Background: an optimization exercise with open tools, aiming at small area and few clock cycles per item. Do not read the settings as production practice.
At most, simulation tests tie the RTL to the original design; equivalence was not proved.
No functional check of the RTL was part of run 1.

<file path="design/flow/design.v">
module rcb_md5 (
    input  wire         clk,
    input  wire         rst,      
    input  wire         start,    
    input  wire         chain,    
    input  wire [511:0] block,    
    output wire         ready,
    output reg          done,
    output wire [127:0] digest    
);
    localparam [127:0] IV = {32'h10325476, 32'h98badcfe, 32'hefcdab89, 32'h67452301};
    reg              busy;
    reg  [4:0]       cnt;
    reg  [511:0]     msg;
    reg  [31:0]      h0, h1, h2, h3;   
    reg  [31:0]      va, vb, vc, vd;   
    assign ready  = ~busy;
    assign digest = {h3, h2, h1, h0};
    wire         last  = (cnt == 5'd31);
    wire         fin   = busy & last;
    wire [5:0]   cnt_n = busy ? {1'b0, cnt} + 6'd1 : 6'd0;    
    wire [31:0]  ia = chain ? h0 : IV[31:0];
    wire [31:0]  ib = chain ? h1 : IV[63:32];
    wire [31:0]  ic = chain ? h2 : IV[95:64];
    wire [31:0]  id = chain ? h3 : IV[127:96];
    function [31:0] add3;       
        input [31:0] x, y, z;
        reg   [31:0] s, c;
        begin
            s = x ^ y ^ z;
            c = {(x[30:0] & y[30:0]) | (x[30:0] & z[30:0]) | (y[30:0] & z[30:0]), 1'b0};
            add3 = s + c;
        end
    endfunction
    wire [31:0] a0 = va, b0 = vb, c0 = vc, d0 = vd;
    reg  [31:0] p0;        
    reg  [3:0]  fsel0;     
    reg  [7:0]  rsel0;     
    reg  [3:0]  fseln0;
    reg  [7:0]  rseln0;
    reg  [31:0] wn0, kn0;
    always @(*) begin
        case (cnt_n)
            6'd0: begin wn0 = block[31:0]; kn0 = 32'hd76aa478; fseln0 = 4'd1; rseln0 = 8'd8; end
            6'd1: begin wn0 = msg[95:64]; kn0 = 32'h242070db; fseln0 = 4'd1; rseln0 = 8'd128; end
            6'd2: begin wn0 = msg[127:96]; kn0 = 32'hf57c0faf; fseln0 = 4'd1; rseln0 = 8'd8; end
            6'd3: begin wn0 = msg[351:320]; kn0 = 32'ha8304613; fseln0 = 4'd1; rseln0 = 8'd128; end
            6'd4: begin wn0 = msg[383:352]; kn0 = 32'h698098d8; fseln0 = 4'd1; rseln0 = 8'd8; end
            6'd5: begin wn0 = msg[95:64]; kn0 = 32'hffff5bb1; fseln0 = 4'd1; rseln0 = 8'd128; end
            6'd6: begin wn0 = msg[127:96]; kn0 = 32'h6b901122; fseln0 = 4'd1; rseln0 = 8'd8; end
            6'd7: begin wn0 = msg[351:320]; kn0 = 32'ha679438e; fseln0 = 4'd1; rseln0 = 8'd128; end
            6'd8: begin wn0 = msg[479:448]; kn0 = 32'hf61e2562; fseln0 = 4'd2; rseln0 = 8'd2; end
            6'd9: begin wn0 = msg[383:352]; kn0 = 32'h265e5a51; fseln0 = 4'd2; rseln0 = 8'd16; end
            6'd10: begin wn0 = msg[479:448]; kn0 = 32'hd62f105d; fseln0 = 4'd2; rseln0 = 8'd2; end
            6'd11: begin wn0 = msg[383:352]; kn0 = 32'hd8a1e681; fseln0 = 4'd2; rseln0 = 8'd16; end
            6'd12: begin wn0 = msg[479:448]; kn0 = 32'h21e1cde6; fseln0 = 4'd2; rseln0 = 8'd2; end
            6'd13: begin wn0 = msg[383:352]; kn0 = 32'hf4d50d87; fseln0 = 4'd2; rseln0 = 8'd16; end
            6'd14: begin wn0 = msg[479:448]; kn0 = 32'ha9e3e905; fseln0 = 4'd2; rseln0 = 8'd2; end
            6'd15: begin wn0 = msg[383:352]; kn0 = 32'h676f02d9; fseln0 = 4'd2; rseln0 = 8'd16; end
            6'd16: begin wn0 = msg[351:320]; kn0 = 32'hfffa3942; fseln0 = 4'd4; rseln0 = 8'd1; end
            6'd17: begin wn0 = msg[383:352]; kn0 = 32'h6d9d6122; fseln0 = 4'd4; rseln0 = 8'd64; end
            6'd18: begin wn0 = msg[95:64]; kn0 = 32'ha4beea44; fseln0 = 4'd4; rseln0 = 8'd1; end
            6'd19: begin wn0 = msg[127:96]; kn0 = 32'hf6bb4b60; fseln0 = 4'd4; rseln0 = 8'd64; end
            6'd20: begin wn0 = msg[351:320]; kn0 = 32'h289b7ec6; fseln0 = 4'd4; rseln0 = 8'd1; end
            6'd21: begin wn0 = msg[383:352]; kn0 = 32'hd4ef3085; fseln0 = 4'd4; rseln0 = 8'd64; end
            6'd22: begin wn0 = msg[95:64]; kn0 = 32'hd9d4d039; fseln0 = 4'd4; rseln0 = 8'd1; end
            6'd23: begin wn0 = msg[127:96]; kn0 = 32'h1fa27cf8; fseln0 = 4'd4; rseln0 = 8'd64; end
            6'd24: begin wn0 = msg[383:352]; kn0 = 32'hf4292244; fseln0 = 4'd8; rseln0 = 8'd4; end
            6'd25: begin wn0 = msg[479:448]; kn0 = 32'hab9423a7; fseln0 = 4'd8; rseln0 = 8'd32; end
            6'd26: begin wn0 = msg[383:352]; kn0 = 32'h655b59c3; fseln0 = 4'd8; rseln0 = 8'd4; end
            6'd27: begin wn0 = msg[479:448]; kn0 = 32'hffeff47d; fseln0 = 4'd8; rseln0 = 8'd32; end
            6'd28: begin wn0 = msg[383:352]; kn0 = 32'h6fa87e4f; fseln0 = 4'd8; rseln0 = 8'd4; end
            6'd29: begin wn0 = msg[479:448]; kn0 = 32'ha3014314; fseln0 = 4'd8; rseln0 = 8'd32; end
            6'd30: begin wn0 = msg[383:352]; kn0 = 32'hf7537e82; fseln0 = 4'd8; rseln0 = 8'd4; end
            6'd31: begin wn0 = msg[479:448]; kn0 = 32'h2ad7d2bb; fseln0 = 4'd8; rseln0 = 8'd32; end
            default: begin wn0 = h0; kn0 = 32'h0; fseln0 = 4'bx; rseln0 = 8'bx; end
        endcase
    end
    wire [31:0] pn0 = add3(busy ? c0 : ia, kn0, wn0);
    always @(posedge clk) begin
        p0    <= pn0;
        fsel0 <= fseln0;
        rsel0 <= rseln0;
    end
    wire [31:0] f0 = ({32{fsel0[0]}} & ((b0 & c0) | (~b0 & d0)))
                     | ({32{fsel0[1]}} & ((d0 & b0) | (~d0 & c0)))
                     | ({32{fsel0[2]}} & (b0 ^ c0 ^ d0))
                     | ({32{fsel0[3]}} & (c0 ^ (b0 | ~d0)));
    wire [31:0] x0 = f0 + p0;
    wire [31:0] r0 = ({32{rsel0[0]}} & {x0[27:0], x0[31:28]})
                     | ({32{rsel0[1]}} & {x0[26:0], x0[31:27]})
                     | ({32{rsel0[2]}} & {x0[25:0], x0[31:26]})
                     | ({32{rsel0[3]}} & {x0[24:0], x0[31:25]})
                     | ({32{rsel0[4]}} & {x0[17:0], x0[31:18]})
                     | ({32{rsel0[5]}} & {x0[16:0], x0[31:17]})
                     | ({32{rsel0[6]}} & {x0[15:0], x0[31:16]})
                     | ({32{rsel0[7]}} & {x0[14:0], x0[31:15]});
    wire [31:0] a1 = d0, c1 = b0, d1 = c0;
    wire [31:0] b1 = b0 + r0;
    reg  [31:0] p1;        
    reg  [3:0]  fsel1;     
    reg  [7:0]  rsel1;     
    reg  [3:0]  fseln1;
    reg  [7:0]  rseln1;
    reg  [31:0] wn1, kn1;
    always @(*) begin
        case (cnt_n)
            6'd0: begin wn1 = block[63:32]; kn1 = 32'he8c7b756; fseln1 = 4'd1; rseln1 = 8'd8; end
            6'd1: begin wn1 = msg[127:96]; kn1 = 32'hc1bdceee; fseln1 = 4'd1; rseln1 = 8'd64; end
            6'd2: begin wn1 = msg[479:448]; kn1 = 32'h4787c62a; fseln1 = 4'd1; rseln1 = 8'd8; end
            6'd3: begin wn1 = msg[127:96]; kn1 = 32'hfd469501; fseln1 = 4'd1; rseln1 = 8'd64; end
            6'd4: begin wn1 = msg[479:448]; kn1 = 32'h8b44f7af; fseln1 = 4'd1; rseln1 = 8'd8; end
            6'd5: begin wn1 = msg[127:96]; kn1 = 32'h895cd7be; fseln1 = 4'd1; rseln1 = 8'd64; end
            6'd6: begin wn1 = msg[479:448]; kn1 = 32'hfd987193; fseln1 = 4'd1; rseln1 = 8'd8; end
            6'd7: begin wn1 = msg[127:96]; kn1 = 32'h49b40821; fseln1 = 4'd1; rseln1 = 8'd64; end
            6'd8: begin wn1 = msg[447:416]; kn1 = 32'hc040b340; fseln1 = 4'd2; rseln1 = 8'd1; end
            6'd9: begin wn1 = msg[31:0]; kn1 = 32'he9b6c7aa; fseln1 = 4'd2; rseln1 = 8'd16; end
            6'd10: begin wn1 = msg[191:160]; kn1 = 32'h02441453; fseln1 = 4'd2; rseln1 = 8'd1; end
            6'd11: begin wn1 = msg[287:256]; kn1 = 32'he7d3fbc8; fseln1 = 4'd2; rseln1 = 8'd16; end
            6'd12: begin wn1 = msg[447:416]; kn1 = 32'hc33707d6; fseln1 = 4'd2; rseln1 = 8'd1; end
            6'd13: begin wn1 = msg[31:0]; kn1 = 32'h455a14ed; fseln1 = 4'd2; rseln1 = 8'd16; end
            6'd14: begin wn1 = msg[191:160]; kn1 = 32'hfcefa3f8; fseln1 = 4'd2; rseln1 = 8'd1; end
            6'd15: begin wn1 = msg[287:256]; kn1 = 32'h8d2a4c8a; fseln1 = 4'd2; rseln1 = 8'd16; end
            6'd16: begin wn1 = msg[127:96]; kn1 = 32'h8771f681; fseln1 = 4'd4; rseln1 = 8'd4; end
            6'd17: begin wn1 = msg[479:448]; kn1 = 32'hfde5380c; fseln1 = 4'd4; rseln1 = 8'd128; end
            6'd18: begin wn1 = msg[127:96]; kn1 = 32'h4bdecfa9; fseln1 = 4'd4; rseln1 = 8'd4; end
            6'd19: begin wn1 = msg[479:448]; kn1 = 32'hbebfbc70; fseln1 = 4'd4; rseln1 = 8'd128; end
            6'd20: begin wn1 = msg[127:96]; kn1 = 32'heaa127fa; fseln1 = 4'd4; rseln1 = 8'd4; end
            6'd21: begin wn1 = msg[479:448]; kn1 = 32'h04881d05; fseln1 = 4'd4; rseln1 = 8'd128; end
            6'd22: begin wn1 = msg[127:96]; kn1 = 32'he6db99e5; fseln1 = 4'd4; rseln1 = 8'd4; end
            6'd23: begin wn1 = msg[479:448]; kn1 = 32'hc4ac5665; fseln1 = 4'd4; rseln1 = 8'd128; end
            6'd24: begin wn1 = msg[31:0]; kn1 = 32'h432aff97; fseln1 = 4'd8; rseln1 = 8'd2; end
            6'd25: begin wn1 = msg[191:160]; kn1 = 32'hfc93a039; fseln1 = 4'd8; rseln1 = 8'd32; end
            6'd26: begin wn1 = msg[287:256]; kn1 = 32'h8f0ccc92; fseln1 = 4'd8; rseln1 = 8'd2; end
            6'd27: begin wn1 = msg[447:416]; kn1 = 32'h85845dd1; fseln1 = 4'd8; rseln1 = 8'd32; end
            6'd28: begin wn1 = msg[31:0]; kn1 = 32'hfe2ce6e0; fseln1 = 4'd8; rseln1 = 8'd2; end
            6'd29: begin wn1 = msg[191:160]; kn1 = 32'h4e0811a1; fseln1 = 4'd8; rseln1 = 8'd32; end
            6'd30: begin wn1 = msg[287:256]; kn1 = 32'hbd3af235; fseln1 = 4'd8; rseln1 = 8'd2; end
            6'd31: begin wn1 = msg[447:416]; kn1 = 32'heb86d391; fseln1 = 4'd8; rseln1 = 8'd32; end
            default: begin wn1 = h3; kn1 = 32'h0; fseln1 = 4'bx; rseln1 = 8'bx; end
        endcase
    end
    wire [31:0] pn1 = add3(busy ? b0 : id, kn1, wn1);
    always @(posedge clk) begin
        p1    <= pn1;
        fsel1 <= fseln1;
        rsel1 <= rseln1;
    end
    wire [31:0] f1 = ({32{fsel1[0]}} & ((b1 & c1) | (~b1 & d1)))
                     | ({32{fsel1[1]}} & ((d1 & b1) | (~d1 & c1)))
                     | ({32{fsel1[2]}} & (b1 ^ c1 ^ d1))
                     | ({32{fsel1[3]}} & (c1 ^ (b1 | ~d1)));
    wire [31:0] x1 = f1 + p1;
    wire [31:0] r1 = ({32{rsel1[0]}} & {x1[22:0], x1[31:23]})
                     | ({32{rsel1[1]}} & {x1[21:0], x1[31:22]})
                     | ({32{rsel1[2]}} & {x1[20:0], x1[31:21]})
                     | ({32{rsel1[3]}} & {x1[19:0], x1[31:20]})
                     | ({32{rsel1[4]}} & {x1[11:0], x1[31:12]})
                     | ({32{rsel1[5]}} & {x1[10:0], x1[31:11]})
                     | ({32{rsel1[6]}} & {x1[9:0], x1[31:10]})
                     | ({32{rsel1[7]}} & {x1[8:0], x1[31:9]});
    wire [31:0] a2 = d1, c2 = b1, d2 = c1;
    wire [31:0] bb1 = fin ? b1 + h1 : b1;
    wire [31:0] b2 = bb1 + r1;
    wire [31:0] c_fin = h2 + b1;
    always @(posedge clk) begin
        msg <= busy ? {msg[287:256], msg[191:160], msg[95:64], msg[511:480], msg[415:384], msg[319:288], msg[223:192], msg[127:96], msg[31:0], msg[447:416], msg[351:320], msg[255:224], msg[159:128], msg[63:32], msg[479:448], msg[383:352]} : block;
        if (busy) begin
            va <= a2; vb <= b2; vc <= c2; vd <= d2;
        end else begin
            va <= ia; vb <= ib; vc <= ic; vd <= id;
        end
    end
    always @(posedge clk) begin
        if (rst) begin
            busy <= 1'b0;
            done <= 1'b0;
            cnt  <= 5'd0;
            h0 <= IV[31:0]; h1 <= IV[63:32]; h2 <= IV[95:64]; h3 <= IV[127:96];
        end else begin
            done <= fin;
            if (busy) begin
                cnt <= cnt_n[4:0];
                if (last) begin
                    busy <= 1'b0;
                    h0 <= pn0; h1 <= b2; h2 <= c_fin; h3 <= pn1;
                end
            end else if (start) begin
                busy <= 1'b1;
                cnt  <= 5'd0;
                if (!chain) begin
                    h0 <= IV[31:0]; h1 <= IV[63:32]; h2 <= IV[95:64]; h3 <= IV[127:96];
                end
            end
        end
    end
endmodule
</file>
<file path="design/flow/flow/run.sh">
#!/bin/bash
# Own layout flow: the standard flow, unchanged synthesis, with the port
# buffers made of the smallest buffer cell (buf_1) instead of the default.
# Each step's full output goes to a log file of its own in this folder.
set -euo pipefail
export BUFFER_PORTS_ARGS="-buffer_cell sky130_fd_sc_hd__buf_1"
bash standard.sh synth > synth.log 2>&1
bash standard.sh finish > layout.log 2>&1
</file>
<file path="design/flow/standard.sh">
#!/bin/bash
# synth_recipe.tcl (not shown) runs the flow's synth.tcl, then flattens the netlist and writes it again
# the make line also repeats each setting of config.mk as NAME=value (left out here)
make -C /OpenROAD-flow-scripts/flow DESIGN_CONFIG=/design/flow/config.mk WORK_HOME=/design/flow/orfs CLKGATE_MAP_FILE= SYNTH_SCRIPT=/design/flow/synth_recipe.tcl "${@:-finish}"
</file>
<file path="design/flow/config.mk">
export PLATFORM = sky130hd
export DESIGN_NAME = rcb_md5
export DESIGN_NICKNAME = rcb_md5
export VERILOG_FILES = /design/flow/design.v
export SDC_FILE = /design/flow/constraint.sdc
export NUM_CORES = 4
export LEC_CHECK = 0
export CAP_MARGIN = 20
export CORE_MARGIN = 2
export CORE_UTILIZATION = 55
export CTS_BUF_LIST = sky130_fd_sc_hd__clkbuf_4 sky130_fd_sc_hd__clkbuf_8
export SLEW_MARGIN = 20
</file>
<file path="design/flow/constraint.sdc">
create_clock -name core_clock -period 15.0 [get_ports {clk}]
set_input_delay 3.0000 -clock core_clock [delete_from_list [all_inputs] [get_ports {clk}]]
set_output_delay 3.0000 -clock core_clock [all_outputs]
set_load 0.01 [all_outputs]
</file>
==> flow_metrics.env, run 1 <==
export IMPL_status="finished clean"
export IMPL_worstPathArrival_ns=15.09
export IMPL_cpMaxStageDelayCell="a221o_1"
export IMPL_antenna_found_initial=24
export IMPL_slew_headroom_pct=19.02
export IMPL_yosysMostFrequentCell="dfxtp_1"
export IMPL_worstSetupEndpointType="register"
export IMPL_synth_top_cell_by_area="dfxtp_1"
export IMPL_core_mm2=0.09305
export IMPL_die_area_mm2=0.09599
export IMPL_ys_ff_latch=819
export IMPL_cap_violations=0
export IMPL_via_per_inst=6.573
export IMPL_path_common_cell="a21oi_1"
export IMPL_htreeDepth=4
export IMPL_worst_slack_ns=0.6456
export IMPL_cts_buffers_inserted=141
export IMPL_fin_crit_sh_pct=95.70
export IMPL_max_stage_delay_ns=0.48
export IMPL_cts_max_path_buffers=3
export IMPL_drv_slew=0
export IMPL_fin_crit_ns=14.35
export IMPL_drive_gt1_share_pct=16.21
export IMPL_grt_start_max_net_pins=128
export IMPL_synth_nets=6792
export IMPL_pre_cts_slack_ns=0.1333
export IMPL_required_ns=15.73
export IMPL_syn_area_per_cell_um2=8.591
export IMPL_track_usage_pct=45.39
export IMPL_via_count=51983
export IMPL_synth_ff_type="dfxtp_1"
export IMPL_first_pass_iters=13
export IMPL_postSynthCellCount=5988
export IMPL_grt_overflow=0
export IMPL_clk_pin_slew_ns=0.06
export IMPL_synth_cell_types=95
export IMPL_ys_seq_area_share_pct=31.87
export IMPL_core_rowCount=112
export IMPL_worstSetupPathType="reg2reg"
export IMPL_cts_hold_buffers=0
export IMPL_area_growth_pct=14.49
export IMPL_cts_tree="done"
export IMPL_num_io_pins=646
export IMPL_initialDrtViolationCount=7548
export IMPL_synth_edff_count=0
export IMPL_ant_nets=0
export IMPL_fmax_ghz=0.06967
export IMPL_yosysWarnings=1
export IMPL_min_path_type="reg2reg"
export IMPL_die_w_um=309.8
export IMPL_dieHeight_um=309.8
export IMPL_worstMarginPinSlew_ns=1.206
export IMPL_drc=0
export IMPL_clock_latency_ns=0.87
export IMPL_wl_per_cell_um=28.63
export IMPL_numPortBuffers=645
export IMPL_finalWirelength_um=226400
export IMPL_crit_path_max_fanout=19
export IMPL_start_util_pct=55.28
export IMPL_final_setup_viol_count=0
export IMPL_synthTopCellsByArea="dfxtp_1 (32%), mux2_2 (11%), ha_1 (5.3%)"
export IMPL_netlist_area_mm2=0.05144
export IMPL_synth_common_cells="dfxtp_1 (819), nand2_1 (686), mux2_2 (513)"
export IMPL_num_nets_final=7318
export IMPL_globalplace_congestion=1.051
export IMPL_synth_top_area_share_pct=31.87
export IMPL_place_hpwl_um=169400
export IMPL_async_flop_share_pct=0
export IMPL_cts_root_buffer="clkbuf_8"
export IMPL_finalHoldViolations=0
export IMPL_grt_pass1_vias=49244
export IMPL_grt_pass1_wl_um=323200
export IMPL_numClockSinks=819
export IMPL_clock_skew_ns=0.05307
export IMPL_final_util_pct=63.30
export IMPL_cp_start_kind="register"
## stage by stage
stage | cells | hold WS (ns) | setup TNS (ns) | area (µm²)
floorplan | 5988 | 0.4329 | 0 | 51440
global placement | 7624 | 0.4347 | 0 | 55360
detailed placement | 7624 | 0.4388 | 0 | 55380
CTS | 7880 | 0.4413 | 0 | 58630
global route | 7900 | 0.4519 | -0.07159 | 58870
finish | 7909 | 0.4390 | 0 | 58900
## cells by family (layout without fill, tap and decap cells)
group | count (synthesis) | in the layout | share of synthesized area, %
compound gates | 1716 | 1716 | 23.38
xor+xnor | 370 | 370 | 6.375
fa+ha+maj | 308 | 308 | 8.423
buf+inv | 695 | 1334 | 5.079
flops | 819 | 819 | 31.87
mux | 518 | 518 | 11.33
other cells | 0 | 28 | 0
simple gates | 1562 | 1562 | 13.55
## layer usage
metal | vias up | GRT usage, % | wire [µm]
met4 | 4 | 34.09 | 18970
met3 | 823 | 11.29 | 25060
met2 | 3534 | 69.80 | 99190
met1 | 24660 | 54.84 | 83160
li1 | 22962 | - | -
met5 | - | 0 | 25
## flip-flops by register name, indices dropped and copies added (netlist names)
signal,flops
p0,32
vb,32
cnt,5
done,1
rsel1,1
vd,32
rsel0,7
h1,32
fsel1,4
h3,32
h2,32
p1,32
busy,1
msg,512
vc,32
h0,32
## timing repair
| action | CTS | global route |
|---|---|---|
| setup endpoints to repair | 0 | 35 |
| buffers inserted | 0 | 1 |
| resized for setup | 0 | 33 |
## cell usage in the layout, fill, tap and decap left out, types with 177 or more instances in the layout
cell	netlist	final
dfxtp_1	819	802
nand2_1	686	683
buf_1	58	643
mux2_2	513	513
nor2_1	402	395
o21ai_0	363	362
a21oi_1	304	292
inv_1	247	247
ha_1	218	218
xnor2_1	211	202
buf_4	0	177
## area by class of cell
class / instances / area, µm²
clock inverters: 42 / 559.3
clock buffers: 214 / 2695
fillers: 7977 / 34150
multi-input cells: 4474 / 32830
well taps: 1254 / 1569
repair buffers: 825 / 3806
flip-flops and latches: 819 / 16420
diodes: 28 / 70.07
inverters: 253 / 949.7
## worst max-delay path, delay by kind of cell, from the launching register on
family                     cells  cell delay [ns]
muxes                          1             0.11
adders and majority gates      5             1.66
and+or+nand+nor                8             1.47
DFF                            1             0.47
buffers and inverters          3             0.66
xor gates and xnor gates       3             0.67
AOI/OAI and AO/OA             48             9.21
## final timing paths
path | start | end | slack [ns] | cells after the start
worst max-delay path | fsel1[0]$_DFF_P_ | h1[30]$_SDFFE_PP1P_ | 0.65 | 68
worst max register to register | fsel1[0]$_DFF_P_ | h1[30]$_SDFFE_PP1P_ | 0.65 | 68
worst min-delay path | msg[55]$_DFF_P_ | msg[87]$_DFF_P_ | 0.44 | 1
worst min register to register | msg[55]$_DFF_P_ | msg[87]$_DFF_P_ | 0.44 | 1
==> run 2: changes to the inputs <==
--- a/design/flow/design.v
+++ b/design/flow/design.v
@@ -33,6 +33,7 @@
         end
     endfunction
     wire [31:0] a0 = va, b0 = vb, c0 = vc, d0 = vd;
+    wire [511:0] msg_n = busy ? {msg[287:256], msg[191:160], msg[95:64], msg[511:480], msg[415:384], msg[319:288], msg[223:192], msg[127:96], msg[31:0], msg[447:416], msg[351:320], msg[255:224], msg[159:128], msg[63:32], msg[479:448], msg[383:352]} : block;
     reg  [31:0] p0;        
     reg  [3:0]  fsel0;     
     reg  [7:0]  rsel0;     
@@ -82,19 +83,22 @@
         fsel0 <= fseln0;
         rsel0 <= rseln0;
     end
-    wire [31:0] f0 = ({32{fsel0[0]}} & ((b0 & c0) | (~b0 & d0)))
-                     | ({32{fsel0[1]}} & ((d0 & b0) | (~d0 & c0)))
-                     | ({32{fsel0[2]}} & (b0 ^ c0 ^ d0))
-                     | ({32{fsel0[3]}} & (c0 ^ (b0 | ~d0)));
+    wire [31:0] t10 = ({32{fsel0[0]}} & (c0))
+                     | ({32{fsel0[1]}} & (c0 | d0))
+                     | ({32{fsel0[2]}} & (~(c0 ^ d0)))
+                     | ({32{fsel0[3]}} & (~c0));
+    wire [31:0] t00 = ({32{fsel0[0]}} & (d0))
+                     | ({32{fsel0[1]}} & (c0 & ~d0))
+                     | ({32{fsel0[2]}} & (c0 ^ d0))
+                     | ({32{fsel0[3]}} & (~(c0 ^ d0)));
+    wire [31:0] f0 = (b0 & t10) | (~b0 & t00);
     wire [31:0] x0 = f0 + p0;
-    wire [31:0] r0 = ({32{rsel0[0]}} & {x0[27:0], x0[31:28]})
-                     | ({32{rsel0[1]}} & {x0[26:0], x0[31:27]})
-                     | ({32{rsel0[2]}} & {x0[25:0], x0[31:26]})
-                     | ({32{rsel0[3]}} & {x0[24:0], x0[31:25]})
-                     | ({32{rsel0[4]}} & {x0[17:0], x0[31:18]})
-                     | ({32{rsel0[5]}} & {x0[16:0], x0[31:17]})
-                     | ({32{rsel0[6]}} & {x0[15:0], x0[31:16]})
-                     | ({32{rsel0[7]}} & {x0[14:0], x0[31:15]});
+    wire        rc0 = rsel0[4] | rsel0[5] | rsel0[6] | rsel0[7];
+    wire [31:0] y0 = rc0 ? {x0[17:0], x0[31:18]} : {x0[27:0], x0[31:28]};
+    wire [31:0] r0 = ({32{(rsel0[0] | rsel0[4])}} & y0)
+                     | ({32{(rsel0[1] | rsel0[5])}} & {y0[30:0], y0[31:31]})
+                     | ({32{(rsel0[2] | rsel0[6])}} & {y0[29:0], y0[31:30]})
+                     | ({32{(rsel0[3] | rsel0[7])}} & {y0[28:0], y0[31:29]});
     wire [31:0] a1 = d0, c1 = b0, d1 = c0;
     wire [31:0] b1 = b0 + r0;
     reg  [31:0] p1;        
@@ -146,25 +150,27 @@
         fsel1 <= fseln1;
         rsel1 <= rseln1;
     end
-    wire [31:0] f1 = ({32{fsel1[0]}} & ((b1 & c1) | (~b1 & d1)))
-                     | ({32{fsel1[1]}} & ((d1 & b1) | (~d1 & c1)))
-                     | ({32{fsel1[2]}} & (b1 ^ c1 ^ d1))
-                     | ({32{fsel1[3]}} & (c1 ^ (b1 | ~d1)));
+    wire [31:0] t11 = ({32{fsel1[0]}} & (c1))
+                     | ({32{fsel1[1]}} & (c1 | d1))
+                     | ({32{fsel1[2]}} & (~(c1 ^ d1)))
+                     | ({32{fsel1[3]}} & (~c1));
+    wire [31:0] t01 = ({32{fsel1[0]}} & (d1))
+                     | ({32{fsel1[1]}} & (c1 & ~d1))
+                     | ({32{fsel1[2]}} & (c1 ^ d1))
+                     | ({32{fsel1[3]}} & (~(c1 ^ d1)));
+    wire [31:0] f1 = (b1 & t11) | (~b1 & t01);
     wire [31:0] x1 = f1 + p1;
-    wire [31:0] r1 = ({32{rsel1[0]}} & {x1[22:0], x1[31:23]})
-                     | ({32{rsel1[1]}} & {x1[21:0], x1[31:22]})
-                     | ({32{rsel1[2]}} & {x1[20:0], x1[31:21]})
-                     | ({32{rsel1[3]}} & {x1[19:0], x1[31:20]})
-                     | ({32{rsel1[4]}} & {x1[11:0], x1[31:12]})
-                     | ({32{rsel1[5]}} & {x1[10:0], x1[31:11]})
-                     | ({32{rsel1[6]}} & {x1[9:0], x1[31:10]})
-                     | ({32{rsel1[7]}} & {x1[8:0], x1[31:9]});
+    wire        rc1 = rsel1[4] | rsel1[5] | rsel1[6] | rsel1[7];
+    wire [31:0] y1 = rc1 ? {x1[11:0], x1[31:12]} : {x1[22:0], x1[31:23]};
+    wire [31:0] r1 = ({32{(rsel1[0] | rsel1[4])}} & y1)
+                     | ({32{(rsel1[1] | rsel1[5])}} & {y1[30:0], y1[31:31]})
+                     | ({32{(rsel1[2] | rsel1[6])}} & {y1[29:0], y1[31:30]})
+                     | ({32{(rsel1[3] | rsel1[7])}} & {y1[28:0], y1[31:29]});
     wire [31:0] a2 = d1, c2 = b1, d2 = c1;
-    wire [31:0] bb1 = fin ? b1 + h1 : b1;
-    wire [31:0] b2 = bb1 + r1;
+    wire [31:0] b2 = add3(b1, r1, h1 & {32{fin}});
     wire [31:0] c_fin = h2 + b1;
     always @(posedge clk) begin
-        msg <= busy ? {msg[287:256], msg[191:160], msg[95:64], msg[511:480], msg[415:384], msg[319:288], msg[223:192], msg[127:96], msg[31:0], msg[447:416], msg[351:320], msg[255:224], msg[159:128], msg[63:32], msg[479:448], msg[383:352]} : block;
+        msg <= msg_n;
         if (busy) begin
             va <= a2; vb <= b2; vc <= c2; vd <= d2;
         end else begin
--- a/design/flow/config.mk
+++ b/design/flow/config.mk
@@ -7,6 +7,6 @@
 export LEC_CHECK = 0
 export CAP_MARGIN = 20
 export CORE_MARGIN = 2
-export CORE_UTILIZATION = 55
-export CTS_BUF_LIST = sky130_fd_sc_hd__clkbuf_4 sky130_fd_sc_hd__clkbuf_8
+export CORE_UTILIZATION = 60
+export CTS_BUF_LIST = sky130_fd_sc_hd__clkbuf_4
 export SLEW_MARGIN = 20
==> run 2 against run 1 <==
  * Still clean
  * Die area is 9.4% lower
  * Wire length grew 8.7%
  * Critical path depth is 14 lower
  * Area after synthesis decreased by 1.3%
  * Synthesized cell count fell by 3.7%
  * Global-route usage increased by 9.0 points
  * Maximum frequency is 0.45% lower
  * Cell count fell by 2.0%
  * Critical path type unchanged
==> flow_metrics.env, run 2 <==
export IMPL_status="finished clean"
export IMPL_place_hpwl_um=179200
export IMPL_cts_buffers_inserted=205
export IMPL_crit_path_max_fanout=26
export IMPL_routed_top_layer="met5"
export IMPL_synth_nets=6734
export IMPL_largest_reg_flops=512
export IMPL_core_mm2=0.08369
export IMPL_slew_headroom_pct=18.79
export IMPL_wl_met1_um=79730
export IMPL_numClockSinks=819
export IMPL_cp_top_family="compound AO/OA/AOI/OAI gates"
export IMPL_synth_common_cells="dfxtp_1 (819), nand2_1 (583), mux2_2 (521)"
export IMPL_via_count=53565
export IMPL_start_util_pct=60.68
export IMPL_synth_edff_count=0
export IMPL_area_growth_pct=12.70
export IMPL_fin_crit_ns=14.42
export IMPL_finalWirelength_um=246200
export IMPL_core_rowCount=106
export IMPL_ant_nets=0
export IMPL_async_flop_share_pct=0
export IMPL_track_usage_pct=54.35
export IMPL_min_path_type="reg2reg"
export IMPL_required_ns=16.06
export IMPL_synth_cell_types=95
export IMPL_worstSetupEndpointType="register"
export IMPL_cap_violations=0
export IMPL_fmax_ghz=0.06935
export IMPL_cts_max_path_buffers=3
export IMPL_htreeDepth=4
export IMPL_synth_top_area_share_pct=32.29
export IMPL_clock_skew_ns=0.09768
export IMPL_antenna_found_initial=61
export IMPL_final_cell_mix="dfxtp_1 (815), buf_1 (643), nand2_1 (581)"
export IMPL_hold_slack_ns=0.4215
export IMPL_initialDrtViolationCount=8572
export IMPL_drive_gt1_share_pct=15.65
export IMPL_yosysWarnings=1
export IMPL_final_setup_viol_count=0
export IMPL_grt_start_max_net_pins=90
export IMPL_regArea_mm2=0.01641
export IMPL_rsz0062_at_grt="no"
export IMPL_drc=0
export IMPL_die_w_um=294.9
export IMPL_worstPathArrival_ns=15.48
export IMPL_ys_seq_area_share_pct=32.29
export IMPL_regMostFlops="msg"
export IMPL_dr_wl_met3_um=33840
export IMPL_worstMarginPinSlew_ns=1.207
export IMPL_multi_input_area_mm2=0.03189
export IMPL_num_io_pins=646
export IMPL_cts_root_buffer="clkbuf_4"
export IMPL_wl_per_cell_um=31.76
export IMPL_fin_crit_sh_pct=96.13
export IMPL_finalSetupTns_ns=0
export IMPL_syn_area_per_cell_um2=8.810
export IMPL_finalHoldViolations=0
export IMPL_cp_start_kind="register"
export IMPL_grt_overflow=0
export IMPL_grt_pass1_wl_um=346100
export IMPL_numPortBuffers=645
export IMPL_synth_top_cell_by_area="dfxtp_1"
export IMPL_netlist_area_mm2=0.05078
export IMPL_grt_pass1_vias=52051
export IMPL_max_stage_delay_ns=0.65
export IMPL_synthTopCellsByArea="dfxtp_1 (32%), mux2_2 (12%), ha_1 (8.7%)"
export IMPL_final_common_cell="dfxtp_1"
export IMPL_postSynthCellCount=5764
export IMPL_routed_wl_met2_um=101300
export IMPL_cp_num_buf_inv=4
export IMPL_clock_latency_ns=1.22
export IMPL_ys_ff_latch=819
export IMPL_dieHeight_um=294.9
export IMPL_yosysMostFrequentCell="dfxtp_1"
export IMPL_first_pass_iters=13
export IMPL_die_area_mm2=0.08697
export IMPL_globalplace_congestion=1.117
export IMPL_worstSetupPathType="reg2reg"
export IMPL_num_nets_final=7394
export IMPL_fillers=6301
export IMPL_path_common_cell="a21oi_1"
export IMPL_cts_tree="done"
export IMPL_synth_ff_type="dfxtp_1"
export IMPL_clk_pin_slew_ns=0.07
export IMPL_via_per_inst=6.910
export IMPL_cpMaxStageDelayCell="o311ai_1"
export IMPL_drv_slew=0
-- run 2: changes by cell type after synthesis, moves of 86 or more --
cell,change
ha_1,+136
xor2_1,-102
inv_1,+149
nand2_1,-103
clkbuf_1,-114
o21ai_0,-86
-- run 2: path summary, 6_finish.rpt --
check              startpoint                  end  slack (ns)  cells past startpoint
min           msg[60]$_DFF_P_      msg[92]$_DFF_P_        0.42                      1
max reg2reg  fsel1[1]$_DFF_P_  h1[23]$_SDFFE_PP1P_        0.58                     54
min reg2reg   msg[60]$_DFF_P_      msg[92]$_DFF_P_        0.42                      1
max          fsel1[1]$_DFF_P_  h1[23]$_SDFFE_PP1P_        0.58                     54
-- run 2: through the flow --
stage	std cells	area [µm²]	worst slack [ns]	utilization [%]
after detailed placement	7350	54520	0.5002	65.14
after CTS	7691	57020	0.4713	68.13
after global placement	7350	54520	0.5412	65.14
after floorplan	5764	50780	2.896	-
final	7752	57230	0.5807	68.38
after global routing	7737	57190	0.06749	68.34
-- run 2: layout make-up --
type	instances	share of cell area (%)
Clock buffer	287	3.765
Multi-Input combinational cell	4235	55.72
Inverter	401	2.635
Clock inverter	54	0.6034
Tap cell	1134	2.479
Sequential cell	819	28.67
Timing Repair Buffer	762	5.868
Antenna cell	60	0.2624
-- run 2: layer usage --
layer	GRT usage, %	up-vias
met5	0.4989	-
met4	54.13	24
met3	18.40	1667
met2	80.06	4869
met1	60.43	24690
li1	-	22315
-- run 2: kinds of logic after synthesis --
logic type	share of synthesized area, %
AOI/OAI and AO/OA	20.49
adders and majority gates	12.67
muxes	12.47
xor gates and xnor gates	3.531
and+or+nand+nor	13.30
DFF	32.29
buffers and inverters	5.268
-- run 2: worst register-to-register path: cells and delay by family (launching register included) --
family	cells	cell delay (ns)
compound gates	31	8.02
xor+xnor	4	0.89
fa+ha+maj	6	2.18
buf+inv	4	0.76
flops	1	0.34
mux	1	0.43
simple gates	8	1.72
-- run 2: what timing repair did --
| item | CTS | global route |
|---|---|---|
| hold buffers | 0 | 0 |
| setup buffers | 0 | 1 |
| hold endpoints to repair | 0 | 0 |
| endpoints found under the setup margin | 0 | 27 |
| resized for setup | 0 | 7 |
Testbench counts of run 2, summed over its fixed seeds: cycles 45,944, blocks 1,392.
==> run 3: changes to the inputs <==
--- a/design/flow/config.mk
+++ b/design/flow/config.mk
@@ -7,6 +7,6 @@
 export LEC_CHECK = 0
 export CAP_MARGIN = 20
 export CORE_MARGIN = 2
-export CORE_UTILIZATION = 60
-export CTS_BUF_LIST = sky130_fd_sc_hd__clkbuf_4
+export CORE_UTILIZATION = 55
+export CTS_BUF_LIST = sky130_fd_sc_hd__clkbuf_4 sky130_fd_sc_hd__clkbuf_8
 export SLEW_MARGIN = 20
==> run 3 against run 2 <==
  * Wire length fell by 5.8%
  * Count of clock-buffer cells in the layout fell by 84
  * Die area rose by 9.0%
  * Clock skew fell by 0.053 ns
  * Highest routed layer unchanged
==> flow_metrics.env, run 3 <==
export IMPL_status="finished clean"
export IMPL_ant_nets=0
export IMPL_via_per_inst=6.550
export IMPL_via_count=50366
export IMPL_final_setup_viol_count=0
export IMPL_routed_wl_met2_um=101300
export IMPL_cts_hold_buffers=0
export IMPL_core_mm2=0.09152
export IMPL_drv_slew=0
export IMPL_fillers=7788
export IMPL_worstSetupPathType="reg2reg"
export IMPL_worstPathArrival_ns=14.92
export IMPL_grt_pass1_wl_um=326800
export IMPL_yosysMostFrequentCell="dfxtp_1"
export IMPL_rsz0062_at_grt="no"
export IMPL_core_rowCount=111
export IMPL_finalHoldViolations=0
export IMPL_num_nets_final=7335
export IMPL_final_common_cell="dfxtp_1"
export IMPL_cp_start_kind="register"
export IMPL_synth_top_area_share_pct=32.29
export IMPL_ys_seq_area_share_pct=32.29
export IMPL_cpMaxStageDelayCell="a2111oi_0"
export IMPL_min_path_type="reg2reg"
export IMPL_area_growth_pct=14.11
export IMPL_synth_edff_count=0
export IMPL_synthTopCellsByArea="dfxtp_1 (32%), mux2_2 (12%), ha_1 (8.7%)"
export IMPL_cts_max_path_buffers=3
export IMPL_first_pass_iters=12
export IMPL_synth_nets=6734
export IMPL_ys_ff_latch=819
export IMPL_drc=0
export IMPL_numClockSinks=819
export IMPL_final_cell_mix="dfxtp_1 (815), buf_1 (643), nand2_1 (581)"
export IMPL_grt_start_max_net_pins=90
export IMPL_numPortBuffers=645
export IMPL_wl_per_cell_um=30.15
export IMPL_globalplace_congestion=1.087
export IMPL_worstMarginPinSlew_ns=1.195
export IMPL_cts_root_buffer="clkbuf_8"
export IMPL_clk_pin_slew_ns=0.06
export IMPL_final_util_pct=63.31
export IMPL_regMostFlops="msg"
export IMPL_netlist_area_mm2=0.05078
export IMPL_required_ns=15.76
export IMPL_fmax_ghz=0.07065
export IMPL_finalSetupTns_ns=0
export IMPL_r2r_slack_ns=0.85
export IMPL_drive_gt1_share_pct=14.94
export IMPL_die_w_um=307.9
export IMPL_cap_violations=0
export IMPL_dr_wl_met3_um=26000
export IMPL_postLayoutCellArea_mm2=0.05794
export IMPL_synth_top_cell_by_area="dfxtp_1"
export IMPL_cp_top_family="compound AO/OA/AOI/OAI gates"
export IMPL_antenna_found_initial=48
export IMPL_clock_skew_ns=0.04509
export IMPL_dieHeight_um=307.9
export IMPL_path_common_cell="a21oi_1"
export IMPL_yosysWarnings=1
export IMPL_grt_pass1_vias=48461
export IMPL_cp_num_buf_inv=4
export IMPL_worstSetupEndpointType="register"
export IMPL_grt_overflow=0
export IMPL_wl_met1_um=82750
export IMPL_largest_reg_flops=512
export IMPL_fin_crit_ns=14.15
export IMPL_synth_cell_types=95
export IMPL_async_flop_share_pct=0
export IMPL_die_area_mm2=0.09477
export IMPL_hold_slack_ns=0.4354
export IMPL_htreeDepth=4
export IMPL_postSynthCellCount=5764
export IMPL_cts_tree="done"
export IMPL_finalWirelength_um=231800
export IMPL_initialDrtViolationCount=6661
export IMPL_post_dp_cell_area_mm2=0.05460
export IMPL_crit_path_max_fanout=5
export IMPL_slew_headroom_pct=19.63
export IMPL_syn_area_per_cell_um2=8.810
export IMPL_regArea_mm2=0.01641
export IMPL_cts_buffers_inserted=140
export IMPL_routed_top_layer="met5"
export IMPL_synth_ff_type="dfxtp_1"
export IMPL_synth_common_cells="dfxtp_1 (819), nand2_1 (583), mux2_2 (521)"
export IMPL_track_usage_pct=47.00
export IMPL_multi_input_area_mm2=0.03189
export IMPL_start_util_pct=55.48
export IMPL_num_io_pins=646
export IMPL_clock_latency_ns=0.87
export IMPL_fin_crit_sh_pct=94.36
export IMPL_place_hpwl_um=177300
export IMPL_max_stage_delay_ns=0.60
-- run 3: changes by cell type in the layout (fill, tap and decap cells not counted), sizes merged --
cell / delta
clkinvlp: +7
diode: -24
inv: +1
clkinv: -29
bufinv: +8
clkbuf: -83
buf: +5
-- run 3: final timing paths --
path	endpoint	depth (start not counted)	start
max reg2reg	h1[23]$_SDFFE_PP1P_	55	vc[0]$_DFF_P_
min reg2reg	msg[81]$_DFF_P_	1	msg[49]$_DFF_P_
max	h1[23]$_SDFFE_PP1P_	55	vc[0]$_DFF_P_
min	msg[81]$_DFF_P_	1	msg[49]$_DFF_P_
-- run 3: area by class of cell --
class,instances,area share (%)
Tap cell,1186,2.561
Clock inverter,41,1.015
Timing Repair Buffer,768,5.826
Antenna cell,36,0.1555
Clock buffer,203,4.487
Sequential cell,819,28.31
Inverter,401,2.602
Multi-Input combinational cell,4235,55.04
-- run 3: cells by family after synthesis --
kind of cell	Yosys count	synth area share, %
simple gates	1499	13.30
buf+inv	710	5.268
compound gates	1514	20.49
mux	567	12.47
xor+xnor	201	3.531
flops	819	32.29
fa+ha+maj	454	12.67
-- run 3: metrics by stage --
step / setup slack [ns] / instances
3_3_place_gp: 1.034 / 7407
4_1_cts: 0.7849 / 7651
3_5_place_dp: 0.8461 / 7407
5_1_grt: 0.1359 / 7682
2_1_floorplan: 2.896 / 5764
6_report: 0.8465 / 7689
-- run 3: worst register-to-register path: cells and delay by family, from the launching register on --
kind | cells | cell delay (ns)
flip-flops | 1 | 0.41
AND/OR/NAND/NOR | 8 | 1.46
AO/OA/AOI/OAI | 29 | 6.94
buffers and inverters | 4 | 0.32
multiplexers | 2 | 0.69
XOR/XNOR | 4 | 1.30
adder cells (fa/ha/maj) | 8 | 2.90
-- run 3: what timing repair did --
action	4_1_cts	5_1_grt
setup endpoints to repair	0	17
resized for setup	0	8
setup buffers	0	1
-- run 3: per-layer routing --
metal	up-vias	global-route usage, %
met4	20	37.80
met3	914	13.46
li1	22077	-
met1	23954	54.37
met2	3401	72.69
met5	-	0
==> run 4: changes to the inputs <==
--- a/design/flow/config.mk
+++ b/design/flow/config.mk
@@ -7,6 +7,8 @@
 export LEC_CHECK = 0
 export CAP_MARGIN = 20
 export CORE_MARGIN = 2
-export CORE_UTILIZATION = 55
-export CTS_BUF_LIST = sky130_fd_sc_hd__clkbuf_4 sky130_fd_sc_hd__clkbuf_8
+export CORE_UTILIZATION = 58
+export CTS_BUF_LIST = sky130_fd_sc_hd__clkbuf_8
+export CTS_CLUSTER_DIAMETER = 50
+export CTS_CLUSTER_SIZE = 12
 export SLEW_MARGIN = 20
==> run 4 against run 3 <==
  * Highest routed layer unchanged
  * Wire length is 1.1% lower
  * Sequential share of layout area is 0.58 points higher
  * Register-to-register slack worse by 0.17 ns
  * Flip-flop and latch count stayed put
  * Clock skew is 0.011 ns higher
==> flow_metrics.env, run 4 <==
export IMPL_netlist_area_mm2=0.05078
export IMPL_num_io_pins=646
export IMPL_final_util_pct=65.46
export IMPL_cp_num_buf_inv=5
export IMPL_status="finished clean"
export IMPL_cts_hold_buffers=0
export IMPL_fin_crit_sh_pct=95.50
export IMPL_slew_headroom_pct=13.64
export IMPL_globalplace_congestion=1.097
export IMPL_finalWirelength_um=229300
export IMPL_pre_cts_slack_ns=1.197
export IMPL_wl_per_cell_um=30.23
export IMPL_cts_root_buffer="clkbuf_8"
export IMPL_die_w_um=299.9
export IMPL_min_path_type="reg2reg"
export IMPL_drv_slew=0
export IMPL_htreeDepth=3
export IMPL_numPortBuffers=645
export IMPL_first_pass_iters=13
export IMPL_final_cell_mix="dfxtp_1 (815), buf_1 (643), nand2_1 (580)"
export IMPL_cap_violations=0
export IMPL_worst_slack_ns=0.6743
export IMPL_cts_max_path_buffers=3
export IMPL_synth_ff_type="dfxtp_1"
export IMPL_cts_resized=0
export IMPL_synth_edff_count=0
export IMPL_worstPathArrival_ns=15.04
export IMPL_antenna_found_initial=43
export IMPL_synthXorXnorAreaFrac_pct=3.531
export IMPL_synth_compound_area_share_pct=20.49
export IMPL_die_area_mm2=0.08993
export IMPL_yosysWarnings=1
export IMPL_synth_top_cell_by_area="dfxtp_1"
export IMPL_cp_start_kind="register"
export IMPL_cts_buffers_inserted=98
export IMPL_postSynthCellCount=5764
export IMPL_via_count=50591
export IMPL_grt_start_max_net_pins=85
export IMPL_yosysMostFrequentCell="dfxtp_1"
export IMPL_post_cts_buffers=0
export IMPL_initialDrtViolationCount=7182
export IMPL_final_common_cell="dfxtp_1"
export IMPL_fmax_ghz=0.06980
export IMPL_numClockSinks=819
export IMPL_synth_cell_types=95
export IMPL_ant_nets=0
export IMPL_syn_area_per_cell_um2=8.810
export IMPL_core_mm2=0.08675
export IMPL_regMostFlops="msg"
export IMPL_fin_crit_ns=14.33
export IMPL_worstSetupEndpointType="register"
export IMPL_grt_overflow=0
export IMPL_async_flop_share_pct=0
export IMPL_synth_common_cells="dfxtp_1 (819), nand2_1 (583), mux2_2 (521)"
export IMPL_crit_path_max_fanout=62
export IMPL_finalSetupTns_ns=0
export IMPL_drc=0
export IMPL_via_per_inst=6.670
export IMPL_num_nets_final=7312
export IMPL_area_growth_pct=11.83
export IMPL_clk_pin_slew_ns=0.09
export IMPL_cp_top_family="compound AO/OA/AOI/OAI gates"
export IMPL_finalHoldViolations=0
export IMPL_grt_pass1_wl_um=325300
export IMPL_largest_reg_flops=512
export IMPL_worstSetupPathType="reg2reg"
export IMPL_synth_simple_area_share_pct=13.30
export IMPL_max_stage_delay_ns=0.88
export IMPL_clock_latency_ns=0.86
export IMPL_core_rowCount=108
export IMPL_track_usage_pct=48.95
export IMPL_clock_skew_ns=0.05636
export IMPL_synth_top_area_share_pct=32.29
export IMPL_synthMuxAreaShare_pct=12.47
export IMPL_start_util_pct=58.53
export IMPL_dieHeight_um=299.9
export IMPL_cpMaxStageDelayCell="xnor2_1"
export IMPL_ys_ff_latch=819
export IMPL_rsz0062_at_grt="no"
export IMPL_synthAdderAreaFrac_pct=12.67
export IMPL_path_common_cell="o21ai_0"
export IMPL_drive_gt1_share_pct=13.85
export IMPL_synth_nets=6734
export IMPL_synth_top_family_by_area="compound AO/OA/AOI/OAI gates"
export IMPL_synthTopCellsByArea="dfxtp_1 (32%), mux2_2 (12%), ha_1 (8.7%)"
export IMPL_cts_tree="done"
export IMPL_required_ns=15.71
export IMPL_ys_seq_area_share_pct=32.29
export IMPL_grt_pass1_vias=48611
export IMPL_place_hpwl_um=177100
export IMPL_worstMarginPinSlew_ns=1.285
export IMPL_final_setup_viol_count=0
-- run 4: cell counts after synthesis --
No cell type changed its count.
-- run 4: path summary, 6_finish.rpt --
| kind | cells after the start | startpoint | slack, ns | endpoint |
|---|---|---|---|---|
| max | 53 | fsel1[0]$_DFF_P_ | 0.67 | vb[28]$_DFF_P_ |
| max reg2reg | 53 | fsel1[0]$_DFF_P_ | 0.67 | vb[28]$_DFF_P_ |
| min reg2reg | 1 | msg[503]$_DFF_P_ | 0.45 | msg[407]$_DFF_P_ |
| min | 1 | msg[503]$_DFF_P_ | 0.45 | msg[407]$_DFF_P_ |
-- run 4: worst reg2reg max path, delay by kind of cell, from the launching register on --
family	cells	cell delay, ns
compound gates	33	7.02
fa+ha+maj	5	1.82
xor+xnor	4	1.61
buf+inv	5	1.34
simple gates	5	1.29
flops	1	0.86
mux	1	0.22
-- run 4: layout make-up --
class / instances / area, µm²
multi-input combinational: 4235 / 31870
sequential: 819 / 16410
clock inverter: 45 / 489.2
inverter: 401 / 1505
fill: 7179 / 29970
clock buffer: 105 / 1445
tap: 1155 / 1445
timing repair buffer: 787 / 3530
antenna: 38 / 95.09
-- run 4: metrics by stage --
step                instance area, µm²  hold slack, ns  cells
floorplan                        50780          0.4329   5764
global placement                 54750          0.4343   7397
global route                     56770          0.4633   7577
CTS                              56680          0.4514   7547
finish                           56790          0.4482   7585
detailed placement               54750          0.4395   7397
-- run 4: logic make-up after synthesis --
| kind of cell | Yosys count |
|---|---|
| AO/OA/AOI/OAI | 1514 |
| AND/OR/NAND/NOR | 1499 |
| flip-flops | 819 |
| buffers and inverters | 710 |
| multiplexers | 567 |
| adder cells (fa/ha/maj) | 454 |
| XOR/XNOR | 201 |
-- run 4: layer usage --
layer	GRT usage (%)	vias to the layer above	wire [µm]
met5	0	-	70
met4	40.29	10	22970
met3	13.09	1028	26930
met2	75.88	3734	99880
met1	56.82	23836	79490
li1	-	21983	-

## what the ideal ports hide
Ports are ideal in the flow. The routed layouts listed here were re-timed in OpenROAD.
Step 1: set_driving_cell puts a clkbuf_16 on clk and a buf_2 on each other input, an assumption about the parent block.
Step 2 adds t to the input delays and takes it off the output delays; t is the mean of the earliest and latest rising clock arrival at the registers after step 1. Input paths then give back, and output paths get back, about the clock's delay inside the block.
Three values: no drivers, after step 1, after step 2; two values: the first two.
run | t, ns | setup WS [ns] | worst setup path at the end
run 1 | 0.925 | 0.646 / 0.646 / 0.646 | register to register
run 2 | 1.212 | 0.581 / 0.581 / 0.581 | register to register
run 3 | 0.901 | 0.846 / 0.846 / 0.846 | register to register
run 4 | 0.877 | 0.674 / 0.674 / 0.674 | register to register
After both steps setup and hold are still met in every run listed.
